This design comes from an exercise in tuning for small area and few clock cycles on the open sky130 flow, not from production work.
Only simulation tests tie the RTL to the original design; equivalence was not proved.
No activity file was given, so power comes from the tool's default toggle rates.

==> flow/design.v <==
module mtfd (
    input  wire        clk,
    input  wire        rst,
    input  wire        abort,
    input  wire        arm,
    input  wire        rx_fault,
    input  wire        rx_valid,
    input  wire        tick,
    input  wire [7:0]  rx_data,
    input  wire [31:0] timeout_load,
    input  wire [7:0]  pay_addr,
    output wire        ready,
    output wire [2:0]  st,
    output wire        busy,
    output wire        done,
    output wire        frame_valid,
    output wire [3:0]  flags,
    output wire [7:0]  r_len,
    output wire [15:0] r_cmd,
    output wire [7:0]  r_fcs,
    output wire [1:0]  r_class,
    output wire [7:0]  pay_data,
    output wire [31:0] budget,
    output wire        v_valid,
    output wire        v_malformed,
    output wire [7:0]  v_transport_rev,
    output wire [7:0]  v_product_id,
    output wire [7:0]  v_major,
    output wire [7:0]  v_minor,
    output wire [7:0]  v_patch,
    output wire [15:0] v_build_rev,
    output wire [1:0]  v_chip,
    output wire [1:0]  v_compat
);
    localparam [7:0] START_BYTE = 8'hFE;
    localparam [7:0] LEN_MAX_RX = 8'd250;
    localparam integer DEPTH = 256;
    localparam [2:0] S_IDLE = 3'd0, S_AWAIT = 3'd1, S_SUCCESS = 3'd2,
                     S_TIMEOUT = 3'd3, S_PERR = 3'd4;
    localparam integer F_SKIP = 0, F_CSERR = 1, F_LENERR = 2, F_TRAIL = 3;
    reg [2:0]          st_q;
    reg [7:0]          blen_q;     
    reg [7:0]          rp_q;       
    reg [7:0]          acc_q;      
    reg [3:0]          flags_q;
    reg [31:0]         budget_q;
    reg                tick_pend_q;  
    reg [7:0]          len_q;      
    reg [15:0]         cmd_q;      
    reg [8*7-1:0]      vp_q;       
    reg [3:0]          cf_q;       
    reg [7:0]          fe_q;       
    reg                fev_q;      
    reg [7:0]          snap_q;     
    reg [7:0]          lenb_q;     
    reg                bdone_q;    
    reg                fbv_q;      
    reg [1:0]          bpf_q;      
    reg [8*DEPTH-1:0]  ring_q;     
    reg [7:0]          ph_q;       
    reg [7:0]          m_q;        
    reg                held_q;     
    reg [7:0]          h_q;
    reg                cp_q;       
    reg [7:0]          cj_q;       
    reg [7:0]          mn_q;       
    assign busy        = (st_q == S_AWAIT);
    assign frame_valid = (st_q == S_SUCCESS);
    assign done        = (st_q == S_SUCCESS) || (st_q == S_TIMEOUT) ||
                         (st_q == S_PERR);
    wire replaying = busy && (rp_q != blen_q);
    wire need_fill = frame_valid && (cf_q <= 4'd10) &&
                     ({4'd0, cf_q} < {1'b0, len_q} + 9'd4);
    assign ready = !replaying && !need_fill && !held_q;
    wire fill = !replaying && !held_q && (busy || need_fill) &&
                (cf_q <= 4'd10) &&
                ({4'd0, cf_q} < rp_q);
    wire [7:0] base  = ph_q - m_q;
    wire [7:0] cj    = cp_q ? cj_q : 8'd1;
    wire [7:0] roff  = held_q ? cj :
                       replaying ? rp_q :
                       (frame_valid && !need_fill) ? (pay_addr + 8'd4) :
                       {4'd0, cf_q};
    wire [7:0] rpos  = base - roff;
    wire [DEPTH-1:0] rsel = {{(DEPTH-1){1'b0}}, 1'b1} << rpos;   
    wire [7:0] rbyte;
    mtfd_rmux u_rmux (.d(ring_q), .sel(rsel), .y(rbyte));
    wire [7:0] blen1 = blen_q - 8'd1;
    wire       h_fit = (base + 8'd1 == blen1);          
    wire [7:0] wcost = blen1 - base - 8'd1;             
    wire       copy  = held_q && (cp_q || (!h_fit && blen1 <= wcost));
    wire       h_put = held_q && (copy ? (cj == blen1) : h_fit);
    wire       word = !rst && ready;
    reg  [2:0] st_w;
    always @(*) begin
        st_w = st_q;
        if (abort) st_w = S_IDLE;
        if (arm)   st_w = S_AWAIT;
        if (rx_fault && st_w == S_AWAIT) st_w = S_PERR;
    end
    wire incoming = word && rx_valid && (st_w == S_AWAIT);
    wire proc     = !rst && !held_q && (replaying || incoming);
    wire [7:0] b  = incoming ? rx_data : rbyte;
    wire       clr  = word && arm;                   
    wire [7:0] idx  = clr ? 8'd0 : rp_q;             
    wire [7:0] idx1 = idx + 8'd1;
    wire [7:0] ball = (clr ? 8'd0 : blen_q) + {7'd0, incoming};
    wire       isfe = (b == START_BYTE);
    wire       empty = clr || (blen_q == 8'd0);
    wire       fit   = empty || (base + 8'd1 == blen_q);
    wire       hunt   = (idx == 8'd0);
    wire [7:0] cl     = (idx == 8'd1) ? b : len_q;
    wire       lenerr = (idx == 8'd1) && (b > LEN_MAX_RX);
    wire       atfcs  = !lenerr && (idx == cl + 8'd4);
    wire       pass   = atfcs && (b == acc_q);
    wire       cut    = lenerr || (atfcs && !pass);
    wire [7:0] relb1 = idx1 - fe_q;              
    wire       b_len = (relb1 == 8'd2);          
    wire       b_fcs = !bdone_q && !b_len && (relb1 == lenb_q + 8'd5);
    wire       b_lenerr = b_len && (b > LEN_MAX_RX);
    wire       b_cserr  = b_fcs && (b != (acc_q ^ snap_q));
    reg  [7:0] fe_e, snap_e, lenb_e;
    reg  [1:0] bpf_e;
    reg        fev_e, fbv_e, bdone_e, newb;
    always @(*) begin
        fe_e    = fe_q;
        fev_e   = fev_q;
        snap_e  = snap_q;
        lenb_e  = b_len ? b : lenb_q;
        bdone_e = bdone_q || b_lenerr || b_fcs;
        fbv_e   = fbv_q;
        bpf_e   = bpf_q;
        newb    = !fev_q && isfe;
        if (fev_q) begin
            if ((b_lenerr || b_cserr) && !fbv_q) begin
                bpf_e = bpf_q | {b_cserr, b_lenerr};
                fev_e = 1'b0;
                newb  = isfe;
            end else if (isfe) begin
                fbv_e = 1'b1;
            end
        end
        if (newb) begin
            fe_e    = idx;
            fev_e   = 1'b1;
            snap_e  = acc_q ^ b;
            bdone_e = 1'b0;
            fbv_e   = 1'b0;
        end
    end
    reg [2:0]  st_n;
    reg [7:0]  blen_n;
    reg [7:0]  dsub;        
    reg [7:0]  rp_n;
    reg [7:0]  acc_n;
    reg [3:0]  flags_n;
    reg [31:0] budget_n;
    reg        tick_pend_n;
    reg [3:0]  cf_n;
    reg        fev_n;
    reg        swap;        
    reg        tick_req;
    always @(*) begin
        st_n        = st_q;
        rp_n        = rp_q;
        acc_n       = acc_q;
        flags_n     = flags_q;
        budget_n    = budget_q;
        cf_n        = cf_q;
        fev_n       = fev_q;
        dsub        = 8'd0;
        swap        = 1'b0;
        tick_pend_n = 1'b0;
        tick_req    = replaying ? tick_pend_q : (word && tick);
        if (fill)
            cf_n = cf_q + 4'd1;
        if (rst) begin
            st_n     = S_IDLE;
            flags_n  = 4'd0;
            budget_n = 32'd0;
        end else if (word) begin
            if (abort) begin
                flags_n  = 4'd0;
                budget_n = 32'd0;
            end
            if (arm) begin
                rp_n     = 8'd0;
                flags_n  = 4'd0;
                budget_n = timeout_load;
            end
            st_n = st_w;
            if (rx_valid && st_w == S_SUCCESS)
                flags_n[F_TRAIL] = 1'b1;
        end
        if (proc) begin
            if (hunt) begin
                if (isfe) begin
                    rp_n = 8'd1;
                end else begin
                    flags_n[F_SKIP] = 1'b1;
                    dsub = 8'd1;
                end
                acc_n = 8'd0;
                fev_n = 1'b0;
                cf_n  = 4'd2;
            end else if (pass) begin
                st_n = S_SUCCESS;
                if (idx1 != ball)
                    flags_n[F_TRAIL] = 1'b1;
                rp_n = ball;
            end else if (cut) begin
                flags_n[F_SKIP] = 1'b1;
                if (lenerr || bpf_e[0])
                    flags_n[F_LENERR] = 1'b1;
                if (atfcs || bpf_e[1])
                    flags_n[F_CSERR] = 1'b1;
                cf_n  = 4'd2;
                fev_n = 1'b0;
                acc_n = 8'd0;
                if (fev_e) begin
                    dsub = fe_e;
                    if (!bdone_e && !fbv_e) begin
                        swap  = 1'b1;
                        acc_n = acc_q ^ b ^ snap_e;
                        rp_n  = newb ? 8'd1 : relb1;
                    end else begin
                        rp_n  = 8'd1;
                    end
                end else begin
                    dsub = idx1;
                    rp_n = 8'd0;
                end
            end else begin
                rp_n  = idx1;
                acc_n = acc_q ^ b;
                fev_n = fev_e;
                if (idx == {4'd0, cf_q} && cf_q <= 4'd10)
                    cf_n = cf_q + 4'd1;
            end
        end
        blen_n = ball - dsub;
        if (tick_req && st_n == S_AWAIT) begin
            if (rp_n != blen_n) begin
                tick_pend_n = 1'b1;
            end else if (budget_n[31:1] == 31'd0) begin
                budget_n = 32'd0;
                st_n     = S_TIMEOUT;
            end else begin
                budget_n = budget_n - 32'd1;
            end
        end
    end
    wire       capw = fill || (proc && idx == {4'd0, cf_q} && cf_q <= 4'd10);
    wire [7:0] capd = fill ? rbyte : b;
    always @(posedge clk) begin
        ph_q <= rst ? 8'd0 : ph_q + 8'd1;
        if (rst) begin
            held_q <= 1'b0;
            cp_q   <= 1'b0;
        end else if (held_q) begin
            if (h_put) begin
                held_q <= 1'b0;
                cp_q   <= 1'b0;
                if (copy) m_q <= cp_q ? mn_q : ph_q;
            end else if (copy) begin
                cp_q <= 1'b1;
                cj_q <= cj + 8'd1;
                if (!cp_q) mn_q <= ph_q;
            end
        end else if (proc) begin
            m_q <= (incoming && empty ? ph_q + 8'd1 : m_q) + dsub;
            if (incoming && !fit) begin
                h_q    <= rx_data;
                held_q <= (st_n == S_AWAIT) && (blen_n != 8'd0);
            end
        end
        st_q        <= st_n;
        blen_q      <= blen_n;
        rp_q        <= rp_n;
        acc_q       <= acc_n;
        flags_q     <= flags_n;
        budget_q    <= budget_n;
        tick_pend_q <= tick_pend_n;
        cf_q        <= cf_n;
        fev_q       <= fev_n;
        if (proc) begin
            fe_q   <= fe_e;
            snap_q <= snap_e;
            lenb_q <= lenb_e;
            bdone_q <= bdone_e;
            fbv_q  <= fbv_e;
            bpf_q  <= (hunt || cut) ? 2'd0 : bpf_e;
        end
        if (swap)
            len_q <= lenb_e;
        else if (proc && idx == 8'd1)
            len_q <= b;
        if (capw) begin
            case (cf_q)
                4'd2:  cmd_q[15:8] <= capd;
                4'd3:  cmd_q[7:0]  <= capd;
                4'd4:  vp_q[7:0]   <= capd;
                4'd5:  vp_q[15:8]  <= capd;
                4'd6:  vp_q[23:16] <= capd;
                4'd7:  vp_q[31:24] <= capd;
                4'd8:  vp_q[39:32] <= capd;
                4'd9:  vp_q[47:40] <= capd;
                4'd10: vp_q[55:48] <= capd;
                default: ;
            endcase
        end
    end
    wire [7:0] ring_in = (held_q && h_put) ? h_q :
                         held_q ? rbyte :
                         rx_data;
    wire       ring_w  = held_q ? (copy || h_put) : (proc && incoming && fit);
    always @(posedge clk)
        ring_q <= {ring_q[8*DEPTH-9:0],
                   ring_w ? ring_in : ring_q[8*DEPTH-1 -: 8]};
    assign st     = st_q;
    assign flags  = flags_q;
    assign budget = budget_q;
    assign r_len = len_q;
    assign r_cmd = cmd_q;
    assign r_fcs = acc_q;
    assign r_class = (r_cmd == 16'h6102) ? 2'd3 :
                     (r_cmd == 16'h2102) ? 2'd2 :
                     (r_cmd == 16'h4100) ? 2'd1 : 2'd0;
    assign pay_data = rbyte;
    wire is_vresp = frame_valid && (r_class == 2'd3);
    assign v_valid         = is_vresp && (r_len >= 8'd9);
    assign v_malformed     = is_vresp && (r_len <  8'd9);
    assign v_transport_rev = vp_q[7:0];
    assign v_product_id    = vp_q[15:8];
    assign v_major         = vp_q[23:16];
    assign v_minor         = vp_q[31:24];
    assign v_patch         = vp_q[39:32];
    assign v_build_rev     = {vp_q[55:48], vp_q[47:40]};
    assign v_chip = (v_product_id == 8'h00) ? 2'd2 :    
                    (v_product_id == 8'h01) ? 2'd3 :    
                    (v_product_id == 8'h02) ? 2'd1 :    
                                              2'd0;     
    assign v_compat = (v_product_id == 8'h00) ? 2'd2 :
                      (v_product_id == 8'h01 || v_product_id == 8'h02) ?
                          ((v_major >= 8'd2) ? 2'd1 : 2'd2) :
                          2'd0;
endmodule
module mtfd_rmux (
    input  wire [2047:0] d,
    input  wire [255:0]  sel,
    output wire [7:0]    y
);
    wire [8*85-1:0] gb;      
    genvar g, k;
    generate
        for (g = 0; g < 85; g = g + 1) begin : g_grp
            for (k = 0; k < 8; k = k + 1) begin : g_bit
                mtfd_aoi3 u_aoi (
                    .a0(d[(3*g)*8 + k]),   .s0(sel[3*g]),
                    .a1(d[(3*g+1)*8 + k]), .s1(sel[3*g+1]),
                    .a2(d[(3*g+2)*8 + k]), .s2(sel[3*g+2]),
                    .yb(gb[g*8 + k]));
            end
        end
    endgenerate
    wire [7:0] last = d[255*8 +: 8] & {8{sel[255]}};
    reg  [7:0] r;
    integer i;
    always @(*) begin
        r = last;
        for (i = 0; i < 85; i = i + 1)
            r = r | ~gb[i*8 +: 8];
    end
    assign y = r;
endmodule
module mtfd_aoi3 (
    input  wire a0, s0, a1, s1, a2, s2,
    output wire yb
);
    assign yb = ~((a0 & s0) | (a1 & s1) | (a2 & s2));
endmodule
==> flow/flow/run.sh <==
#!/bin/bash
# The standard layout (the standard.sh: ORFS with the standard synthesis),
# with two changes:
#  - the port buffers are buf_1 cells instead of ORFS's default choice;
#  - CTS inserts no dummy loads (same clustering as config.mk sets).
set -euo pipefail
export BUFFER_PORTS_ARGS="-buffer_cell sky130_fd_sc_hd__buf_1"
export CTS_ARGS="-sink_clustering_enable -repair_clock_nets -buf_list sky130_fd_sc_hd__clkbuf_8 -sink_clustering_size 15 -sink_clustering_max_diameter 80 -dont_use_dummy_load"
bash standard.sh > standard_flow.log 2>&1
==> flow/standard.sh <==
#!/bin/bash
# synth_recipe.tcl (not shown) runs the flow's synth.tcl, then flattens the netlist and writes it again
# the make line also repeats each setting of config.mk as NAME=value (left out here)
make -C /OpenROAD-flow-scripts/flow DESIGN_CONFIG=/design/flow/config.mk WORK_HOME=/design/flow/orfs CLKGATE_MAP_FILE= SYNTH_SCRIPT=/design/flow/synth_recipe.tcl "${@:-finish}"
==> flow/config.mk <==
export PLATFORM = sky130hd
export DESIGN_NAME = mtfd
export DESIGN_NICKNAME = mtfd
export VERILOG_FILES = /design/flow/design.v
export SDC_FILE = /design/flow/constraint.sdc
export NUM_CORES = 4
export LEC_CHECK = 0
export CAP_MARGIN = 20
export CORE_MARGIN = 2
export CORE_UTILIZATION = 62
export CTS_BUF_LIST = sky130_fd_sc_hd__clkbuf_8
export CTS_CLUSTER_DIAMETER = 80
export CTS_CLUSTER_SIZE = 15
export PLACE_DENSITY = 0.75
export SLEW_MARGIN = 20
export SYNTH_HIERARCHICAL = 1
==> flow/constraint.sdc <==
create_clock -name core_clock -period 12.0 [get_ports {clk}]
set_input_delay 2.4000 -clock core_clock [delete_from_list [all_inputs] [get_ports {clk}]]
set_output_delay 2.4000 -clock core_clock [all_outputs]
set_load 0.01 [all_outputs]
==> results of run 1 <==
[area by class of cell]
cell class | count | area (um^2) | share of cell area, %
Sequential cell | 2267 | 46900 | 59.7
Multi-Input combinational cell | 2513 | 19200 | 24.5
Timing Repair Buffer | 1039 | 7950 | 10.1
Clock buffer | 170 | 2340 | 2.98
Tap cell | 1403 | 1760 | 2.23
Inverter | 96 | 363 | 0.462
Antenna cell | 6 | 15.0 | 0.0191
[metal layers]
| metal | vias up | GRT usage, % | routed length, um |
|---|---|---|---|
| met5 | - | 0 | 0 |
| met4 | 0 | 16.2 | 10000 |
| met3 | 511 | 5.98 | 17500 |
| met2 | 2826 | 55.0 | 89300 |
| met1 | 23900 | 46.2 | 78100 |
| li1 | 21600 | - | - |
[sequential cells by signal (all words and copies together), names as in the netlist, 2 cells and up]
name      cells
acc_q         8
blen_q        8
bpf_q         2
budget_q     32
cf_q          4
cj_q          8
cmd_q        16
fe_q          8
flags_q       4
h_q           8
len_q         8
lenb_q        8
m_q           8
mn_q          8
ph_q          8
ring_q     2048
rp_q          8
snap_q        8
st_q          3
vp_q         56
[logic make-up after synthesis]
logic type	share of synthesized area [%]
flops	70.6
compound gates	14.7
simple gates	8.27
buf+inv	1.35
xor+xnor	2.32
fa+ha+maj	1.53
mux	1.19
[power breakdown]
part           switching (mW)  leakage [nW]  internal [mW]
Clock                    2.21          1.22           1.27
Sequential             0.0659          18.5           7.68
Combinational            2.06          10.4           1.41
[timing repair]
item | in CTS | in global routing
setup buffers | 35 | 18
resized for setup | 78 | 57
pin swaps | 53 | 50
cloned | 2 | 3
endpoints found under the setup margin | 38 | 37
[per-module statistics from Yosys, one instance, submodules excluded]
module	cell area (um^2)	copies in the design	flip-flops and latches	cells inside
mtfd_aoi3	10.0	680	0	1
mtfd	58000	1	2267	4095
mtfd_rmux	1540	1	0	232
[layout by cell type (no fill, tap or decap), drive strengths merged, types with 14 or more instances in the layout]
cell	n
nand3	45
nor2b	16
nor4	45
o21ai	99
edfxtp	149
mux2i	19
dfxtp	2118
nand2	172
buf	1036
inv	94
xor2	51
or3	40
and2	28
ha	71
a31oi	14
nor3	30
a22o	21
clkbuf	172
nor2	424
nand4	185
nand2b	14
xnor2	125
a21oi	92
a22oi	34
a21o	27
mux2	51
a222oi	680
or4	24
[stage by stage]
| stage | instances | setup WS (ps) | total power [mW] | utilization (%) | TNS, ps |
|---|---|---|---|---|---|
| 2_1_floorplan | 5007 | 39.2 | 9.58 | - | 0 |
| 3_3_place_gp | 7261 | -2240 | 11.1 | 70.4 | -83620 |
| 3_5_place_dp | 7261 | -1980 | 11.1 | 70.4 | -70010 |
| 4_1_cts | 7467 | -77.3 | 14.6 | 73.2 | -435 |
| 5_1_grt | 7489 | -862 | 15.2 | 73.7 | -25700 |
| 6_report | 7494 | -523 | 14.7 | 73.7 | -13800 |
[worst max-delay path, delay by kind of cell (launching register included)]
kind | cells | cell delay [ps]
AOI/OAI and AO/OA | 21 | 4400
xor gates and xnor gates | 4 | 770
adders and majority gates | 4 | 900
buffers and inverters | 12 | 2000
DFF | 1 | 420
muxes | 2 | 600
and+or+nand+nor | 20 | 3340
[worst paths after layout]
kind	start	end	slack, ps	cells past startpoint
worst max-delay path	len_q[2]$_DFFE_PP_	budget_q[28]$_DFF_P_	-520	63
worst min-delay path	ring_q[1321]$_DFF_P_	ring_q[1329]$_DFF_P_	310	0
worst max register to register	len_q[2]$_DFFE_PP_	budget_q[28]$_DFF_P_	-520	63
worst min register to register	ring_q[1321]$_DFF_P_	ring_q[1329]$_DFF_P_	310	0
==> results.json, run 1 <==
{
  "gp_congestion": 1.01,
  "syn-num-nets": 5139,
  "hp-class": "register to register",
  "ios": 202,
  "drt_iter0_drc": 8089,
  "grt_pass1_vias": 47300,
  "synth_top_cell_by_area": "dfxtp_1",
  "holdBufCountCts": 0,
  "grt_antenna_before_repair": 10,
  "groute.usage.overall_pct": 34.6,
  "p_leak_nw": 30.1,
  "worst-path-max-fanout": 12,
  "ys_seq_area_share_pct": 70.6,
  "vias": 48800,
  "maxSlewHeadroom_pct": 24.1,
  "slew_viol_final": 0,
  "synth_edf_count": 149,
  "synth_top_area_share_pct": 63.9,
  "ys_async_sr_fraction_pct": 0,
  "syn_area_mm2": 0.0664,
  "area_delta_synth_final_pct": 18.4,
  "synth_warnings": 8,
  "cts.sinks": 2267,
  "min_period_over_period_pct": 104,
  "synth_area_per_cell_um2": 13.3,
  "nFillCells": 7012,
  "ys.flop_type": "dfxtp_1",
  "timing.hold.ws_ps": 306,
  "hpwlAfterDp_um": 144000,
  "startpoint_type": "register",
  "cp.required_ps": 12780,
  "fmax_mhz": 79.9,
  "viasPerCell": 6.51,
  "rsz0062_at_grt": "yes",
  "power.density_mw_per_mm2": 187,
  "fin_worst_skew_ps": 96.2,
  "setup.worst_path.end_class": "register",
  "yosysUniqueCellTypes": 111,
  "ir_drop_mv": 0.113,
  "grt-ovfl-total": 0,
  "hold_viol": 0,
  "drtPass1Iterations": 14,
  "path_class": "register to register",
  "clkLatencyLatePin_ps": 900,
  "yosys_register_bits": 2267,
  "drcViolationCount": 0,
  "start_util_pct": 62.2,
  "worst_pin_slew_ps": 1140,
  "detail-route-antenna-nets": 0,
  "drive_above_1_share_pct": 20.0,
  "port_buffers": 201,
  "ctsRootBufferMaster": "clkbuf_8",
  "synth_most_common_cell": "dfxtp_1",
  "die_area_mm2": 0.110,
  "clk_pin_slew_ps": 100,
  "cts_tree": "yes",
  "core_region_area_mm2": 0.107,
  "synthCells": 5007,
  "maxCapViolCount": 0,
  "wirelength_um": 195000,
  "status": "failed layout checks",
  "setup_ws_ps": -523,
  "num-nets-final": 6219,
  "placed_cell_area_mm2": 0.0750,
  "synthTopCellsByArea": "dfxtp_1, a222oi_1, edfxtp_1, nor2_1, nand4_1",
  "grt_pass1_wl_um": 287000,
  "cp.arrival_ps": 13300,
  "die_h_um": 331,
  "wire_per_inst_um": 26.0,
  "htreeDepth": 4,
  "crit_top_cell": "buf_4",
  "slowest_stage": "or4_4",
  "grt_max_degree": 47,
  "rows": 120,
  "fin_area_mm2": 0.0785,
  "min_period_ps": 12520,
  "slowest_delay_ps": 600,
  "violations": "setup timing",
  "numCtsBuffers": 170,
  "dieWidth_um": 331,
  "synth_commonest_cells": "dfxtp_1, a222oi_1, nor2_1",
  "cts_max_path_buffers": 3,
  "setup_viol": 34
}
Testbench counts, summed over its fixed seeds: cycles 25,212.
==> run 2: changes to the inputs <==
--- a/flow/design.v
+++ b/flow/design.v
@@ -59,4 +59,6 @@
     reg [8*DEPTH-1:0]  ring_q;     
-    reg [7:0]          ph_q;       
-    reg [7:0]          m_q;        
+    reg [7:0]          base_q;     
+    reg [7:0]          base4_q;    
+    reg                rep_q;      
+    reg                nf_q;       
     reg                held_q;     
@@ -65,3 +67,2 @@
     reg [7:0]          cj_q;       
-    reg [7:0]          mn_q;       
     assign busy        = (st_q == S_AWAIT);
@@ -70,5 +71,4 @@
                          (st_q == S_PERR);
-    wire replaying = busy && (rp_q != blen_q);
-    wire need_fill = frame_valid && (cf_q <= 4'd10) &&
-                     ({4'd0, cf_q} < {1'b0, len_q} + 9'd4);
+    wire replaying = rep_q;
+    wire need_fill = nf_q;
     assign ready = !replaying && !need_fill && !held_q;
@@ -77,9 +77,10 @@
                 ({4'd0, cf_q} < rp_q);
-    wire [7:0] base  = ph_q - m_q;
+    wire [7:0] base  = base_q;
     wire [7:0] cj    = cp_q ? cj_q : 8'd1;
+    wire       payrd = !held_q && !replaying && frame_valid && !need_fill;
     wire [7:0] roff  = held_q ? cj :
                        replaying ? rp_q :
-                       (frame_valid && !need_fill) ? (pay_addr + 8'd4) :
+                       payrd ? pay_addr :
                        {4'd0, cf_q};
-    wire [7:0] rpos  = base - roff;
+    wire [7:0] rpos  = (payrd ? base4_q : base) - roff;
     wire [DEPTH-1:0] rsel = {{(DEPTH-1){1'b0}}, 1'b1} << rpos;   
@@ -162,2 +163,3 @@
     reg        tick_req;
+    reg        pending;     
     always @(*) begin
@@ -241,4 +243,11 @@
         blen_n = ball - dsub;
+        if (proc)
+            pending = hunt ? (ball != 8'd1) :
+                      (cut && fev_e && (bdone_e || fbv_e)) ?
+                          (ball - fe_q != 8'd1) :
+                      (idx1 != ball);
+        else
+            pending = rep_q;
         if (tick_req && st_n == S_AWAIT) begin
-            if (rp_n != blen_n) begin
+            if (pending) begin
                 tick_pend_n = 1'b1;
@@ -252,2 +261,7 @@
     end
+    wire [7:0] len_n = swap ? lenb_e : (proc && idx == 8'd1) ? b : len_q;
+    wire [7:0] base_n = (held_q && !rst) ?
+                            (h_put ? blen1 : base_q + 8'd1) :
+                            (proc && incoming && empty ? 8'hFF : base_q) +
+                                8'd1 - dsub;
     wire       capw = fill || (proc && idx == {4'd0, cf_q} && cf_q <= 4'd10);
@@ -255,3 +269,4 @@
     always @(posedge clk) begin
-        ph_q <= rst ? 8'd0 : ph_q + 8'd1;
+        base_q  <= base_n;
+        base4_q <= base_n - 8'd4;
         if (rst) begin
@@ -263,3 +278,2 @@
                 cp_q   <= 1'b0;
-                if (copy) m_q <= cp_q ? mn_q : ph_q;
             end else if (copy) begin
@@ -267,7 +281,5 @@
                 cj_q <= cj + 8'd1;
-                if (!cp_q) mn_q <= ph_q;
             end
-        end else if (proc) begin
-            m_q <= (incoming && empty ? ph_q + 8'd1 : m_q) + dsub;
-            if (incoming && !fit) begin
+        end else begin
+            if (proc && incoming && !fit) begin
                 h_q    <= rx_data;
@@ -293,6 +305,6 @@
         end
-        if (swap)
-            len_q <= lenb_e;
-        else if (proc && idx == 8'd1)
-            len_q <= b;
+        len_q <= len_n;
+        rep_q <= (st_n == S_AWAIT) && pending;
+        nf_q  <= (st_n == S_SUCCESS) && (cf_n <= 4'd10) &&
+                 ({4'd0, cf_n} < {1'b0, len_n} + 9'd4);
         if (capw) begin
==> run 2 against run 1 <==
Effect of this change:
- now clean on timing, DRC and antenna
- non-clock buffer count shrank 563
- clock skew shrank 12 ps
- combinational power shrank 24%
- routed wire length shrank 0.50%
- sequential power is essentially flat
- critical path type is now input pin to register
- highest routed layer is now met5
==> results.json, run 2 <==
{
  "top_register": "ring_q",
  "cts_max_path_buffers": 3,
  "seq_area_mm2": 0.0465,
  "timing.hold.ws_ps": 288,
  "wirelength_um": 194000,
  "synth_top_cell_by_area": "dfxtp_1",
  "slew_viol_final": 0,
  "startpoint_type": "input pin",
  "hold_viol": 0,
  "maxSlewHeadroom_pct": 21.5,
  "placed_cells": 6785,
  "synth_top_area_share_pct": 64.8,
  "grt_pass1_vias": 44400,
  "synth_warnings": 8,
  "yosys_register_bits": 2259,
  "synth_commonest_cells": "dfxtp_1, a222oi_1, nor2_1",
  "die_h_um": 330,
  "ys_async_sr_fraction_pct": 0,
  "grt_max_degree": 47,
  "ys_seq_area_share_pct": 70.5,
  "ys.flop_type": "dfxtp_1",
  "ios": 202,
  "num-nets-final": 5705,
  "clk_pin_slew_ps": 90,
  "grt_pass1_wl_um": 284000,
  "maxCapViolCount": 0,
  "setup.worst_path.end_class": "register",
  "path_class": "input pin to register",
  "start_util_pct": 62.5,
  "syn_area_mm2": 0.0659,
  "drive_above_1_share_pct": 9.61,
  "reg_top3": "ring_q: 2048 flops, vp_q: 56 flops, budget_q: 32 flops",
  "hp-class": "register to register",
  "p_leak_nw": 26.6,
  "viasPerCell": 6.68,
  "grt_antenna_before_repair": 7,
  "ir_drop_mv": 0.165,
  "cts.sinks": 2259,
  "groute.usage.overall_pct": 34.7,
  "multiInputGateArea_mm2": 0.0188,
  "yosysUniqueCellTypes": 95,
  "cp.arrival_ps": 12240,
  "vias": 46500,
  "min_period_ps": 11490,
  "worst-path-max-fanout": 8,
  "gp_congestion": 1.04,
  "finalSetupTns_ps": 0,
  "detail-route-antenna-nets": 0,
  "drtPass1Iterations": 14,
  "final_common_cell": "dfxtp_1",
  "fmax_mhz": 87.0,
  "hpwlAfterDp_um": 142000,
  "synth_most_common_cell": "dfxtp_1",
  "numCtsBuffers": 170,
  "worst_pin_slew_ps": 1170,
  "finalNonFillerCells": 6960,
  "crit_top_cell": "buf_4",
  "drcViolationCount": 0,
  "final_util_pct": 68.8,
  "largest_register_ffs": 2048,
  "status": "timing/DRC/antenna clean",
  "ctsRootBufferMaster": "clkbuf_8",
  "rows": 119,
  "die_area_mm2": 0.109,
  "syn-num-nets": 5163,
  "synth_edf_count": 125,
  "wire_per_inst_um": 27.9,
  "power.density_mw_per_mm2": 191,
  "setup_viol": 0,
  "fin_area_mm2": 0.0726,
  "synth_area_per_cell_um2": 13.1,
  "cp.required_ps": 12750,
  "synthCells": 5028,
  "clkLatencyLatePin_ps": 900,
  "htreeDepth": 4,
  "final_cell_mix": "dfxtp_1, a222oi_1, nor2_1, buf_4, buf_1",
  "fin_worst_skew_ps": 84.5,
  "area_delta_synth_final_pct": 10.1,
  "cts_tree": "yes",
  "slowest_stage": "a222oi_1",
  "core_region_area_mm2": 0.105,
  "placed_cell_area_mm2": 0.0701,
  "slowest_delay_ps": 820,
  "drt_iter0_drc": 8238,
  "dieWidth_um": 330,
  "grt-ovfl-total": 0,
  "nFillCells": 7649,
  "min_period_over_period_pct": 95.8,
  "port_buffers": 201,
  "synthTopCellsByArea": "dfxtp_1, a222oi_1, edfxtp_1, nor2_1, nand4_1"
}
run 2: cell count changes after synthesis, sizes merged, moves of 19 or more:
cell,previous run,this run
mux2,51,14
nand2,172,206
or3,40,13
o21ai,99,125
edfxtp,149,125
clkbuf,112,93
xnor2,125,106
run 2: path summary, 6_finish.rpt:
path / from / slack [ps] / end / depth (start not counted)
worst max-delay path: pay_addr[0] / 510 / base4_q[7]$_DFF_P_ / 54
worst min register to register: ring_q[1311]$_DFF_P_ / 290 / ring_q[1319]$_DFF_P_ / 0
worst min-delay path: ring_q[1311]$_DFF_P_ / 290 / ring_q[1319]$_DFF_P_ / 0
worst max register to register: rep_q$_DFF_P_ / 670 / base4_q[7]$_DFF_P_ / 55
run 2: through the flow:
step | total power [mW] | worst slack (ps)
global placement | 10.4 | -500
global route | 14.3 | -58.5
CTS | 13.8 | 288
finish | 13.9 | 505
detailed placement | 10.4 | -619
floorplan | 9.36 | 766
run 2: what timing repair did:
item | CTS | global route
hold buffers | 0 | 0
resized for setup | 0 | 26
setup buffers | 0 | 4
setup endpoints to repair | 0 | 12
run 2: area by class of cell:
class	count	share of cell area, %
Antenna cell	1	0.00345
Clock buffer	170	3.22
Inverter	89	0.460
Multi-Input combinational cell	2574	25.9
Sequential cell	2259	64.1
Tap cell	1391	2.40
Timing Repair Buffer	476	3.92
run 2: worst max-delay path: cells and delay by family:
family | cells | cell delay [ps]
AO/OA/AOI/OAI | 20 | 3880
XOR/XNOR | 5 | 800
adder cells (fa/ha/maj) | 4 | 860
buffers and inverters | 12 | 1460
AND/OR/NAND/NOR | 13 | 2800
run 2: Yosys stat by module (local to each module, per instance):
| module | cells | copies in the design | cell area, um^2 |
|---|---|---|---|
| mtfd_aoi3 | 1 | 680 | 10.0 |
| mtfd | 4116 | 1 | 57600 |
| mtfd_rmux | 232 | 1 | 1540 |
run 2: metal layers:
metal	vias to the layer above	track usage, %	share of wire, %
met1	22800	46.7	41
met3	456	6.19	8.6
li1	20600	-	-
met4	8	16.4	5.1
met2	2613	55.0	46
met5	-	0	0.025
run 2: cells by family (layout without fill, tap and decap cells):
kind of cell,after synthesis,after routing,share of synthesized area (%)
and+or+nand+nor,1126,1126,8.50
muxes,44,44,0.739
other,0,1,0
adders and majority gates,83,83,1.63
buffers and inverters,195,735,1.15
xor gates and xnor gates,164,164,2.33
DFF,2259,2259,70.5
AOI/OAI and AO/OA,1157,1157,15.1
run 2: power by group:
group          switching [mW]  internal (mW)
sequential              0.101           7.66
clock                    2.21           1.27
combinational            1.74          0.883
Testbench counts of run 2, summed over its fixed seeds: cycles 25,212.
==> run 3: changes to the inputs <==
--- a/flow/design.v
+++ b/flow/design.v
@@ -85,5 +85,3 @@
     wire [7:0] rpos  = (payrd ? base4_q : base) - roff;
-    wire [DEPTH-1:0] rsel = {{(DEPTH-1){1'b0}}, 1'b1} << rpos;   
-    wire [7:0] rbyte;
-    mtfd_rmux u_rmux (.d(ring_q), .sel(rsel), .y(rbyte));
+    wire [7:0] rbyte = ring_q[rpos*8 +: 8];
     wire [7:0] blen1 = blen_q - 8'd1;
@@ -359,35 +357 @@
 endmodule
-module mtfd_rmux (
-    input  wire [2047:0] d,
-    input  wire [255:0]  sel,
-    output wire [7:0]    y
-);
-    wire [8*85-1:0] gb;      
-    genvar g, k;
-    generate
-        for (g = 0; g < 85; g = g + 1) begin : g_grp
-            for (k = 0; k < 8; k = k + 1) begin : g_bit
-                mtfd_aoi3 u_aoi (
-                    .a0(d[(3*g)*8 + k]),   .s0(sel[3*g]),
-                    .a1(d[(3*g+1)*8 + k]), .s1(sel[3*g+1]),
-                    .a2(d[(3*g+2)*8 + k]), .s2(sel[3*g+2]),
-                    .yb(gb[g*8 + k]));
-            end
-        end
-    endgenerate
-    wire [7:0] last = d[255*8 +: 8] & {8{sel[255]}};
-    reg  [7:0] r;
-    integer i;
-    always @(*) begin
-        r = last;
-        for (i = 0; i < 85; i = i + 1)
-            r = r | ~gb[i*8 +: 8];
-    end
-    assign y = r;
-endmodule
-module mtfd_aoi3 (
-    input  wire a0, s0, a1, s1, a2, s2,
-    output wire yb
-);
-    assign yb = ~((a0 & s0) | (a1 & s1) | (a2 & s2));
-endmodule
--- a/flow/config.mk
+++ b/flow/config.mk
@@ -15,2 +15 @@
 export SLEW_MARGIN = 20
-export SYNTH_HIERARCHICAL = 1
==> run 3 against run 2 <==
Effect of this change:
- still clean on timing, DRC and antenna
- routed wire length fell by 15%
- highest routed layer unchanged
- die area rose by 11%
- flip-flop and latch count did not move
- sequential share of layout area fell by 4.7 points
- global-route usage fell by 7.5 points
- critical endpoint unchanged
==> results.json, run 3 <==
{
  "status": "timing/DRC/antenna clean",
  "p_leak_nw": 28.9,
  "power.share.clock_pct": 17.3,
  "switching_share_pct": 39.5,
  "start_util_pct": 62.4,
  "comb_power_share_pct": 43.3,
  "r2r_cells": 47,
  "wirelength_um": 165000,
  "vias": 42300,
  "rows": 126,
  "final_cell_mix": "dfxtp_1, mux4_2, nand2_1, buf_1, clkbuf_8",
  "die_h_um": 348,
  "yosys_register_bits": 2259,
  "rsz0062_at_grt": "no",
  "grt_pass1_vias": 42700,
  "worst-path-max-fanout": 65,
  "cp.arrival_ps": 12030,
  "worst-path-stages": 46,
  "yosysUniqueCellTypes": 112,
  "syn_area_mm2": 0.0736,
  "placed_cell_area_mm2": 0.0759,
  "num-nets-final": 5607,
  "ir_drop_mv": 0.406,
  "groute.usage.overall_pct": 27.3,
  "cts.sinks": 2259,
  "min_period_ps": 11300,
  "pwr-share-seq_pct": 39.4,
  "reg2reg_from": "st_q[1]$_DFF_P_",
  "cts_max_path_buffers": 3,
  "fin_worst_skew_ps": 110,
  "detail-route-antenna-nets": 0,
  "drt_iter0_drc": 3496,
  "hp-class": "register to register",
  "startpoint_type": "input pin",
  "hold_depth": 0,
  "synth_warnings": 1,
  "crit_buf_inv": 5,
  "largest_register_ffs": 2048,
  "drtPass1Iterations": 6,
  "cpLargestDelayFamily": "compound AO/OA/AOI/OAI gates",
  "clkLatencyLatePin_ps": 940,
  "ctsRootBufferMaster": "clkbuf_8",
  "path_class": "input pin to register",
  "drive_above_1_share_pct": 17.1,
  "slowest_stage": "fa_4",
  "core_region_area_mm2": 0.118,
  "port_buffers": 201,
  "setup.worst_path.end_class": "register",
  "die_area_mm2": 0.121,
  "reg_top3": "ring_q: 2048 flops, vp_q: 56 flops, budget_q: 32 flops",
  "top_register": "ring_q",
  "setup_viol": 0,
  "holdBufCountCts": 0,
  "synth_edf_count": 125,
  "synth_area_per_cell_um2": 14.0,
  "postCtsSetupRepairBufs": 0,
  "fmax_mhz": 88.5,
  "hp-start": "ring_q[1448]$_DFF_P_",
  "synth_commonest_cells": "dfxtp_1, mux4_2, nand2_1",
  "synthCells": 5236,
  "final_common_cell": "dfxtp_1",
  "power.density_mw_per_mm2": 258,
  "synth_top_area_share_pct": 58.1,
  "grt_pass1_wl_um": 255000,
  "clk_pin_slew_ps": 100,
  "drcViolationCount": 0,
  "dieWidth_um": 348,
  "cp.required_ps": 12730,
  "ios": 202,
  "slowest_delay_ps": 970,
  "maxCapViolCount": 0,
  "synth_top_cell_by_area": "dfxtp_1",
  "nFillCells": 8333,
  "syn-num-nets": 5377,
  "synthTopCellsByArea": "dfxtp_1, mux4_2, edfxtp_1, nand2_1, mux2i_1",
  "grt-ovfl-total": 0,
  "grt_antenna_before_repair": 4,
  "hold_viol": 0,
  "area_delta_synth_final_pct": 6.46,
  "worst_pin_slew_ps": 1220,
  "switching_power_mw": 7.99,
  "hpwlAfterDp_um": 112000,
  "synth_most_common_cell": "dfxtp_1",
  "finalSetupTns_ps": 0,
  "slew_viol_final": 0,
  "grt_max_degree": 82,
  "ys.flop_type": "dfxtp_1",
  "ys_async_sr_fraction_pct": 0,
  "min_period_over_period_pct": 94.2,
  "cts_tree": "yes",
  "fin_area_mm2": 0.0783,
  "crit_start": "pay_addr[0]",
  "numCtsBuffers": 170,
  "viasPerCell": 6.04,
  "gp_congestion": 0.988,
  "crit_top_cell": "a21oi_1",
  "postCtsResizedCells": 0,
  "internal-power_mw": 12.2,
  "wire_per_inst_um": 23.6,
  "htreeDepth": 4,
  "maxSlewHeadroom_pct": 17.8,
  "ys_seq_area_share_pct": 63.2
}
[run 3: cell types whose count changed in the layout (fill, tap and decap cells not counted), sizes merged, moves of 55 or more]
cell / previous run / this run
nand3: 60 / 134
buf: 476 / 347
a21oi: 106 / 161
nand2: 206 / 445
nor2: 413 / 175
mux4: 1 / 513
nand4: 185 / 38
a222oi: 680 / 0
mux2i: 29 / 108
[run 3: area by class of cell]
cell class | instances | area, um^2 | area share, %
timing repair buffer | 347 | 2190 | 2.79
inverter | 86 | 324 | 0.414
multi-input combinational | 2602 | 25000 | 32.0
tap | 1536 | 1920 | 2.45
clock buffer | 170 | 2340 | 2.99
sequential | 2259 | 46500 | 59.4
antenna | 5 | 12.5 | 0.0160
[run 3: path summary, 6_finish.rpt]
path              slack (ps)              endpoint
setup / recovery         700    base4_q[7]$_DFF_P_
hold reg to reg          270  ring_q[1456]$_DFF_P_
hold / removal           270  ring_q[1456]$_DFF_P_
setup reg to reg         970    base4_q[7]$_DFF_P_
[run 3: power by group through the flow]
| stage | Sequential (mW) | Combinational [mW] | Clock (mW) |
|---|---|---|---|
| after floorplan | 8.08 | 5.83 | 0 |
| after global placement | 8.12 | 8.63 | 0 |
| after detailed placement | 8.13 | 8.69 | 0 |
| after CTS | 7.95 | 8.72 | 3.57 |
| after global routing | 7.97 | 9.25 | 3.83 |
| final | 7.96 | 8.75 | 3.50 |
[run 3: metrics by stage]
step	util (%)	setup WS (ps)	instances	hold WS (ps)	total power, mW
after floorplan	-	750	5236	322	13.9
after global placement	64.4	68.0	6830	327	16.8
after detailed placement	64.4	58.0	6830	331	16.8
after CTS	66.4	994	7000	277	20.2
after global routing	66.4	66.1	7004	276	21.1
final	66.4	700	7005	273	20.2
[run 3: layer usage]
metal | part of all wire, % | wire, um | track usage, %
met1 | 46 | 75400 | 39.6
met2 | 45 | 74100 | 41.7
met3 | 6.2 | 10300 | 4.88
met5 | 0.0042 | 7 | 0
met4 | 3.3 | 5520 | 9.51
[run 3: cells by family (layout without fill, tap and decap cells)]
family / Yosys count / in the layout / synth area share (%)
compound gates: 642 / 642 / 5.85
mux: 669 / 669 / 17.9
simple gates: 1057 / 1057 / 6.80
xor+xnor: 147 / 147 / 1.78
other cells: 0 / 5 / 0
fa+ha+maj: 87 / 87 / 1.54
flops: 2259 / 2259 / 63.2
buf+inv: 375 / 603 / 2.92
Testbench counts of run 3, summed over its fixed seeds: cycles 25,212.

[separate check: timing with driven ports]
How much do the figures lean on ideal ports? The routed layouts below were timed once more, with nothing changed but the port constraints.
Step 1: set_driving_cell puts a clkbuf_16 on clk and a buf_2 on each other input, an assumption about the parent block.
Step 2 adds t to the input delays and takes it off the output delays; t is the mean of the earliest and latest rising clock arrival at the registers after step 1. Input paths then give back, and output paths get back, about the clock's delay inside the block.
Three values: no drivers, after step 1, after step 2; two values: the first two.
run	t (ns)	setup WS [ns]	worst data-port slew with drivers (ns)
run 1	0.918	-0.523 / -0.523 / -1.304	0.09
run 2	0.935	0.505 / 0.549 / -0.386	0.10
run 3	0.951	0.700 / 0.706 / -0.245	0.15
With both steps, setup timing fails in run 2 and run 3, where it was met with ideal ports. For run 3, which loses most, drivers alone change the setup slack by +0.006 ns; drivers and shift together by -0.945 ns.
